Background: an optimization exercise with open tools, aiming at small area, a short achievable clock period and few clock cycles. Do not read the settings as production practice.
Where RTL was checked, it was by simulation tests only, not by an equivalence proof against the original.

==> job 5879 <==
==> flow/design.v (excerpt) <==
module qgk (
    input  wire        clk,
    input  wire        rst,
    input  wire        reg_wr,
    input  wire [6:0]  reg_addr,
    input  wire [31:0] reg_wdata,
    output reg  [31:0] reg_rdata,
    output wire        busy,
    output reg         mem_req,
    output reg         mem_we,
    output reg  [31:0] mem_addr,
    output reg  [3:0]  mem_be,
    output reg  [31:0] mem_wdata,
    input  wire        mem_ready,
    input  wire [31:0] mem_rdata
);
clock: 16.0 ns
lec_check: 0
cap_margin: 20
core_margin: 2
core_utilization: 55
cts_cluster_diameter: 100
cts_cluster_size: 20
slew_margin: 20
standard.sh (not shown) runs the stock make flow with config.mk's settings and CLKGATE_MAP_FILE= SYNTH_SCRIPT=/design/flow/synth_recipe.tcl, a recipe that flattens the netlist after the stock synthesis.
==> flow/flow/run.sh <==
#!/bin/bash
# The standard ORFS layout (standard synthesis, floorplan, placement, CTS,
# routing), with two changes: the port buffers are buf_4 cells rather than the
# default delay buffers, and ORFS's timing repair is asked to keep a setup
# margin of MARGIN ns at the design's clock period. The make output goes to
# standard_flow.log; ORFS keeps each step's log under orfs/logs/.
set -euo pipefail
MARGIN=7.6
bash standard.sh SETUP_SLACK_MARGIN=$MARGIN "BUFFER_PORTS_ARGS=-buffer_cell sky130_fd_sc_hd__buf_4" finish > standard_flow.log 2>&1
==> inputs of job 5719, as changes to job 5879 <==
--- a/flow/design.v
+++ b/flow/design.v
@@ -36,26 +36,25 @@
                S_X2   = 5'd8,
                S_GW   = 5'd9,    
                S_OW   = 5'd10,   
                S_MA   = 5'd11,   
                S_MB   = 5'd12,
                S_S0   = 5'd13,
                S_S1   = 5'd14,
                S_TW   = 5'd15,   
-               S_OP   = 5'd16,   
-               S_U_RD = 5'd17,   
-               S_U_WR = 5'd18,   
-               S_P_OR = 5'd19,   
-               S_P_RD = 5'd20,   
-               S_P_WR = 5'd21,   
-               S_C_RD = 5'd22,   
-               S_C_WR = 5'd23,   
-               S_RQ   = 5'd24;   
-    reg [24:0] st;
+               S_U_RD = 5'd16,   
+               S_U_WR = 5'd17,   
+               S_P_OR = 5'd18,   
+               S_P_RD = 5'd19,   
+               S_P_WR = 5'd20,   
+               S_C_RD = 5'd21,   
+               S_C_WR = 5'd22,   
+               S_RQ   = 5'd23;   
+    reg [23:0] st;
     assign busy = !st[S_IDLE];
     reg [1:0]  wa, wo;
     reg        zpc;
     reg        conv;         
     reg [31:0] pw;           
     reg [15:0] ch;           
     reg [14:0] aw;           
     reg [15:0] co;           
@@ -200,19 +199,19 @@
     wire        snap;        
     wire       c_end = f_c_end;
     wire       last_j = f_last_j;
     wire       s_end = (st[S_S0] && !b_cross) || st[S_S1];      
     wire       o_end = st[S_OW] && ow_cend && owk[0];           
     wire       gap   = (st[S_BB] && f_k_zero) || (st[S_X2] && f_last_aw);
     wire       g_rdy = f_ch_zero || rq_idle;
     wire       g_ow  = !f_ch_zero && ow_need;
-    reg [24:0] st_adv;
+    reg [23:0] st_adv;
     always @(*) begin
-        st_adv         = 25'd0;
+        st_adv         = 24'd0;
         st_adv[S_IDLE] = st[S_IDLE] || (o_end && fin) || ((st[S_U_WR] || st[S_P_WR]) && f_pw_end) ||
                          (st[S_C_WR] && c_end && f_c_last && !f_c_tail) || (st[S_RQ] && rq_idle);
         st_adv[S_Z0]   = s_end && !f_last_ch && zpc;
         st_adv[S_Z1]   = st[S_Z0] && b_cross;
         st_adv[S_BA]   = (st[S_Z0] && !b_cross) || st[S_Z1] || (s_end && !f_last_ch && !zpc);
         st_adv[S_BB]   = st[S_BA];
         st_adv[S_WA]   = (st[S_BB] && !f_k_zero) || (st[S_X2] && !f_last_aw && last_j);
         st_adv[S_WB]   = st[S_WA];
@@ -230,17 +229,17 @@
         st_adv[S_U_WR] = st[S_U_RD];
         st_adv[S_P_RD] = st[S_P_WR] && !f_pw_end;
         st_adv[S_P_OR] = st[S_P_RD] && f_p_or;
         st_adv[S_P_WR] = (st[S_P_RD] && !f_p_or) || st[S_P_OR];
         st_adv[S_C_RD] = st[S_C_WR] && c_end && !f_c_last;
         st_adv[S_C_WR] = st[S_C_RD] || (st[S_C_WR] && !c_end);
         st_adv[S_RQ]   = st[S_RQ] && !rq_idle;
     end
-    wire [24:0] st_n = st[S_IDLE] ? (cmd_wr ? (25'd1 << d_st) : (25'd1 << S_IDLE)) :
+    wire [23:0] st_n = st[S_IDLE] ? (cmd_wr ? (24'd1 << d_st) : (24'd1 << S_IDLE)) :
                        (mem_req && !mem_ready) ? st : st_adv;
     always @(posedge clk) begin
         if (cmd_wr) begin
             pw <= 32'd0;
             ch <= 16'd0;
             co <= 16'd0;
         end
         if (ack && (st[S_WB] || st[S_U_WR] || st[S_P_WR] || st[S_C_WR]))
@@ -536,17 +535,17 @@
             acc3 <= wacc3 & {32{~rst}};
         end
     end
     always @(posedge clk) begin
         rq_start_req <= 1'b0;
         xv           <= 1'b0;
         bias_a       <= 1'b0;
         bias_b       <= 1'b0;
-        st    <= rst ? (25'd1 << S_IDLE) : st_n;
+        st    <= rst ? (24'd1 << S_IDLE) : st_n;
         if (st[S_IDLE])
             ba <= (reg_wdata[3:0] == 4'd5) ? (reg_wdata[8] ? zptr : bptr) : src;
         else if (!(mem_req && !mem_ready))
             ba <= na;
         if (rst) begin
             st_done  <= 1'b0;
             st_err   <= 1'b0;
             st_cause <= 3'd0;
==> flow/flow/run.sh (replaced) <==
#!/bin/bash
# The standard ORFS layout (standard synthesis, floorplan, placement, CTS,
# routing), with two changes: the port buffers are buf_2 cells rather than the
# default delay buffers, and ORFS's timing repair is asked to keep a setup
# margin of MARGIN ns at the design's clock period. The make output goes to
# standard_flow.log; ORFS keeps each step's log under orfs/logs/.
set -euo pipefail
MARGIN=7.6
bash standard.sh SETUP_SLACK_MARGIN=$MARGIN "BUFFER_PORTS_ARGS=-buffer_cell sky130_fd_sc_hd__buf_2" finish > standard_flow.log 2>&1
==> flow/config.mk (replaced) <==
export PLATFORM = sky130hd
export DESIGN_NAME = qgk
export DESIGN_NICKNAME = qgk
export VERILOG_FILES = /design/flow/design.v
export SDC_FILE = /design/flow/constraint.sdc
export NUM_CORES = 8
export LEC_CHECK = 0
export CAP_MARGIN = 30
export CORE_MARGIN = 2
export CORE_UTILIZATION = 55
export CTS_CLUSTER_DIAMETER = 100
export CTS_CLUSTER_SIZE = 20
export GPL_ROUTABILITY_DRIVEN = 0
export SLEW_MARGIN = 30
==> results.yml <==
outcome:
  status: "finished clean"
yosys:
  avgSynthCellArea_um2: 10.3
  synthXorXnorAreaFrac_pct: 6.09
routing:
  via_per_inst: 7.12
  wl_met2_um: 163000
layout:
  signal_buffers: 412
placed_design:
  dpl.cell_count: 10700
The numbers above come from job 5879.

==> results.yml <==
yosys:
  avgSynthCellArea_um2: 10.3
routing:
  wl_met2_um: 158000
  via_per_inst: 7.09
placed_design:
  dpl.cell_count: 10700
outcome:
  status: "finished clean"
The numbers above come from job 5719.

Testbench counts of job 5719, summed over its fixed seeds: cycles 61,590.
The RTL of job 5879 was laid out without a check of its function.

==> v15 <==
qgk, a different RTL version from the one above (not shown whole).
export LEC_CHECK = 0
export CAP_MARGIN = 20
export CORE_MARGIN = 2
export CORE_UTILIZATION = 55
export CTS_CLUSTER_DIAMETER = 100
export CTS_CLUSTER_SIZE = 20
export SLEW_MARGIN = 20
create_clock -name core_clock -period 16.0 [get_ports {clk}]
==> flow/flow/run.sh <==
#!/bin/bash
# The standard ORFS layout (standard synthesis, floorplan, placement, CTS,
# routing), with two changes: the port buffers are buf_2 cells rather than the
# default delay buffers, and ORFS's timing repair is asked to keep a setup
# margin of MARGIN ns at the design's clock period. The make output goes to
# standard_flow.log; ORFS keeps each step's log under orfs/logs/.
set -euo pipefail
MARGIN=7.6
bash standard.sh SETUP_SLACK_MARGIN=$MARGIN "BUFFER_PORTS_ARGS=-buffer_cell sky130_fd_sc_hd__buf_2" finish > standard_flow.log 2>&1
==> inputs of v6, as changes to v15 <==
--- a/flow/design.v
+++ b/flow/design.v
@@ -149,18 +149,17 @@
     wire [2:0]  cj_n = st[S_C_RD] ? 3'd0 : (st[S_C_WR] && ack) ? cj + 3'd1 : cj;
     reg         f_last_grp;  
     reg         f_k_zero;    
     reg         f_ch_zero;   
     reg         f_p_or;      
     reg         f_p_cy;      
     reg         f_c_tail;    
-    wire        ow_need  = (wo == 2'd3) || (wo == 2'd2 && !ch[1]) || (wo == 2'd1 && ch[2:1] == 2'b00);
-    wire        o_full   = !fin || (wo == 2'd3) || (wo == 2'd2 && ch[1]) || (wo == 2'd1 && ch[2]);
-    wire        o_half   = o_full && !owk[1] && (ba[1:0] != 2'd3);
-    wire        ow_cend  = !o_full || o_half || owk[1];
+    wire        ow_need  = (wo != 2'd1) || !ch[1];
+    wire        o_half   = (wo == 2'd3) && !owk[1] && (ba[1:0] != 2'd3);
+    wire        ow_cend  = (wo != 2'd3) || o_half || owk[1];
     wire        b_cross  = (ba[1:0] == 2'd3);
     wire [31:0] e_boff = (wa == 2'd1) ? {2'd0, pw[31:2]} : (wa == 2'd2) ? {1'b0, pw[31:1]} : pw;
     wire [2:0]  e_bit  = (wa == 2'd1) ? {pw[1:0], 1'b0} : (wa == 2'd2) ? {pw[0], 2'b0} : 3'd0;
     wire [3:0]  p_bsum = {1'b0, e_bit} + {1'b0, pbit};
     wire [1:0]  pw_lo_n  = st[S_IDLE] ? 2'd0 : (st[S_P_WR] && ack) ? pw[1:0] + 2'd1 : pw[1:0];
     wire [2:0]  e_bit_n  = (wa == 2'd1) ? {pw_lo_n, 1'b0} : (wa == 2'd2) ? {pw_lo_n[0], 2'b0} : 3'd0;
     wire [3:0]  p_bsum_n = {1'b0, e_bit_n} + {1'b0, pbit};
@@ -252,15 +251,15 @@
         if (ack && st[S_X2])
             aw <= aw + 15'd1;
         if ((ack && st[S_BB]) || st[S_TW])
             owk <= 2'd0;
         if (ack && st[S_OW]) begin
             owk <= !ow_cend ? (2'b10 | owk) : {1'b0, ~owk[0]};
             if (ow_cend && owk[0])
-                co <= co + (o_full ? 16'd2 : 16'd1);
+                co <= co + ((wo == 2'd3) ? 16'd2 : 16'd1);
         end
     end
     wire [1:0]  owk_n = st[S_OW] ? (!ow_cend ? (2'b10 | owk) : {1'b0, ~owk[0]}) : 2'b00;
     wire        from_s  = (st[S_S0] || st[S_S1]);
     wire        op_adv  = o_end && fin;
     wire [31:0] a_base =
         ({32{st_adv[S_Z0] | st_adv[S_Z1]}} & zptr) |
@@ -307,15 +306,15 @@
     wire [7:0]  u_fld   = (rd_byte >> e_bit) & wa_mask;
     wire [15:0] u_half  = {8'd0, u_fld} - {8'd0, (conv ? zin : 8'd0)};
     wire [15:0] p_half  = ba[1] ? mem_rdata[31:16] : mem_rdata[15:0];
     wire [7:0]  p_sat   = p_half[15] ? 8'd0 : (p_half > {8'd0, wa_mask}) ? wa_mask : p_half[7:0];
     wire [7:0]  p_old   = wrb[{ba[1:0], 3'b000} +: 8];
     wire [7:0]  p_byte  = (f_p_or ? p_old : 8'd0) | (wra[7:0] << p_bsum[2:0]);
     wire [15:0] o_fld   = owk[0] ? b2 : b1;
-    wire [7:0]  o_byte  = (!o_full || owk[1]) ? o_fld[15:8] : o_fld[7:0];
+    wire [7:0]  o_byte  = (wo != 2'd3) ? o_fld[15:8] : owk[1] ? o_fld[15:8] : o_fld[7:0];
     always @(*) begin
         mem_addr  = {ba[31:2], 2'b00};
         mem_we    = 1'b0;
         mem_be    = 4'd0;
         mem_wdata = 32'd0;
         if (st[S_U_WR]) begin
                 mem_we    = 1'b1;
@@ -406,38 +405,37 @@
     reg [4:0]  rq_cnt;
     reg        rq_ovf;
     reg [1:0]  rq_k;
     reg        rq_req;
     reg        rq_fin;       
     reg        rq_fodd;      
     reg        rq_freq;      
-    reg [2:0]  rq_rem;
+    reg [1:0]  rq_rem;
     reg        rq_start_req;
     wire       rq_start = snap;
     wire [31:0] r_sum = rq_req ? rqsum : (rq_k == 2'd0) ? acc0 : (rq_k == 2'd1) ? acc1 :
                                          (rq_k == 2'd2) ? acc2 : acc3;
     wire [31:0] r_m   = rq_req ? rqmul : rq_k[1] ? mb : ma;
     wire [7:0]  r_s   = rq_req ? rqshift : rq_k[1] ? sb : sa;
     wire        r_psh = r_s[7];                          
     wire [4:0]  r_n1c = (r_s[7:5] == 3'b111) ? ~r_s[4:0] : 5'd31;    
     wire [4:0]  r_n2  = r_s[7] ? 5'd0 : (r_s[6:5] != 2'b00) ? 5'd31 : r_s[4:0];
-    wire        r_n2big = (r_n2[4:2] != 3'd0);
-    wire [3:0]  r_steps = 4'd7 + {1'b0, r_n2[4:2]} - {3'd0, r_n2big};
-    wire [2:0]  r_rem   = r_n2big ? {1'b1, r_n2[1:0]} : {1'b0, r_n2[1:0]};
+    wire [3:0]  r_steps = 4'd7 + {1'b0, r_n2[4:2]};
     wire        r_load = (rq_ph == R_LOAD);
     wire [3:0]  r_dig = r_load ? r_sum[3:0] : rq_pre[3:0];
     wire        r_dpb = r_load ? 1'b0 : rq_pb;
     wire [31:0] r_ain = r_load ? 32'd0 : rq_a;
     wire [35:0] r_acc;
     qgk_rqstep u_rqstep (.a(r_ain), .m(r_m), .d0({r_dig[1:0], r_dpb}), .d1(r_dig[3:1]), .s(r_acc));
-    wire [14:0] f_lo  = rq_a[14:0] >> rq_rem;
+    wire [10:0] f_lo  = rq_a[10:0] >> rq_rem;
     wire        f_neg = rq_a[31];
-    wire [6:0]  f_hm  = 7'b1111111 << rq_rem;            
-    wire        f_h0  = (rq_a[31:15] == 17'd0) && ((rq_a[14:8] & f_hm) == 7'd0);
-    wire        f_h1  = (rq_a[31:15] == {17{1'b1}}) && ((rq_a[14:8] & f_hm) == f_hm);
+    wire [2:0]  f_hm  = (rq_rem == 2'd0) ? 3'b111 : (rq_rem == 2'd1) ? 3'b110 :
+                        (rq_rem == 2'd2) ? 3'b100 : 3'b000;
+    wire        f_h0  = (rq_a[31:11] == 21'd0) && ((rq_a[10:8] & f_hm) == 3'd0);
+    wire        f_h1  = (rq_a[31:11] == {21{1'b1}}) && ((rq_a[10:8] & f_hm) == f_hm);
     wire [8:0]  f_sum = {1'b0, f_lo[7:0]} + {1'b0, zout};
     wire [7:0]  r_max = (wo == 2'd1) ? 8'd3 : (wo == 2'd2) ? 8'd15 : 8'd255;
     wire [7:0]  f_min = (f_sum[7:0] > r_max) ? r_max : f_sum[7:0];
     wire [7:0]  r_q   = f_h0 ? ((f_sum > {1'b0, r_max}) ? r_max : f_sum[7:0]) :
                         f_h1 ? (f_sum[8] ? f_min : 8'd0) :
                         f_neg ? 8'd0 : r_max;
     always @(posedge clk) begin
@@ -449,15 +447,15 @@
                 R_IDLE: begin
                     rq_k   <= 2'd0;
                     rq_req <= rq_start_req;
                     if (rq_start || rq_start_req)
                         rq_ph <= R_LOAD;
                 end
                 R_LOAD: begin
-                    rq_rem <= r_rem;
+                    rq_rem <= r_n2[1:0];
                     if (!r_psh) begin
                         rq_a     <= r_acc[35:4];
                         rq_pre   <= {{4{r_sum[31]}}, r_sum[31:4]};
                         rq_pb    <= r_sum[3];
                         rq_cnt   <= {1'b0, r_steps} - 5'd1;
                         rq_ph    <= R_MUL;
                     end else begin
==> flow/flow/run.sh (replaced) <==
#!/bin/bash
# The standard ORFS layout (standard synthesis, floorplan, placement, CTS,
# routing), with two changes: the port buffers are buf_4 cells rather than the
# default delay buffers, and ORFS's timing repair is asked to keep a setup
# margin of MARGIN ns at the design's clock period. The make output goes to
# standard_flow.log; ORFS keeps each step's log under orfs/logs/.
set -euo pipefail
MARGIN=7.6
bash standard.sh SETUP_SLACK_MARGIN=$MARGIN "BUFFER_PORTS_ARGS=-buffer_cell sky130_fd_sc_hd__buf_4" finish > standard_flow.log 2>&1
==> comparison table <==
metric                                                                          v15                        v6
Sum of met3 wire segment lengths after detailed routing                    53300 um                  55500 um
Cell with the biggest individual delay on the critical path  sky130_fd_sc_hd__or3_4  sky130_fd_sc_hd__nand4_1
Post-Syn Area                                                           0.0912 mm^2               0.0909 mm^2
M2 GR Usage                                                                   64.9%                     63.2%
Initial Utilization                                                           55.3%                     55.2%
Gates resized, CTS repair                                                       128                        91
Antenna Cells                                                                    13                        15
Worst slack after detailed placement                                        5.41 ns                   6.56 ns
GRT met3 Usage                                                                13.7%                     15.7%
Status                                                               finished clean            finished clean
Total via count in the routed design                                          78427                     77170
Post-layout util                                                              59.4%                     59.6%
Worst clock skew                                                          0.0426 ns                 0.0756 ns
Pin count of the biggest net entering global routing                            144                        99
Number of cells on the critical path                                             12                         9
Register bit total from synthesis                                              1310                      1309
Worst r2r dst                                                    rq_a[31]$_DFFE_PP_       wacc1[15]$_DFFE_PP_
Vias in the first global route                                                72086                     71882
Non-clk buf share                                                             3.96%                     4.17%
Floorplan Core Area                                                      0.165 mm^2                0.165 mm^2
Testbench counts of v6, summed over its fixed seeds: cycles 62,166.
The RTL of v15 was laid out without a check of its function.

[re-timing with driven ports]
In the flow no input, the clock included, has a driving cell. The finished layouts below were timed again as built, in two steps.
Step 1 assumes that a clkbuf_16 drives the clock port and a buf_2 every other input.
Step 2, shift: input delay + t, output delay - t, t = (earliest + latest rising clock arrival at the registers) / 2. This alone moves slack from input paths to output paths.
Slacks: no drivers / after step 1 / after step 2; pairs: no drivers / after step 1.
| run | shift t [ns] | setup WS [ns] | worst data-port slew with drivers (ns) | cell pins on the clock port's net |
|---|---|---|---|---|
| job 5879 | 0.844 | 7.493 / 7.446 / 7.231 | 0.11 | 1 |
| job 5719 | 0.863 | 7.399 / 7.345 / 7.280 | 0.10 | 1 |
| v15 | 0.839 | 7.321 / 7.267 / 6.855 | 0.12 | 1 |
| v6 | 0.819 | 7.379 / 7.254 / 6.908 | 0.26 | 1 |
After both steps every run listed still meets setup and hold. The setup slack of v6, which loses most, moves by -0.125 ns with the drivers and by -0.471 ns with both steps.
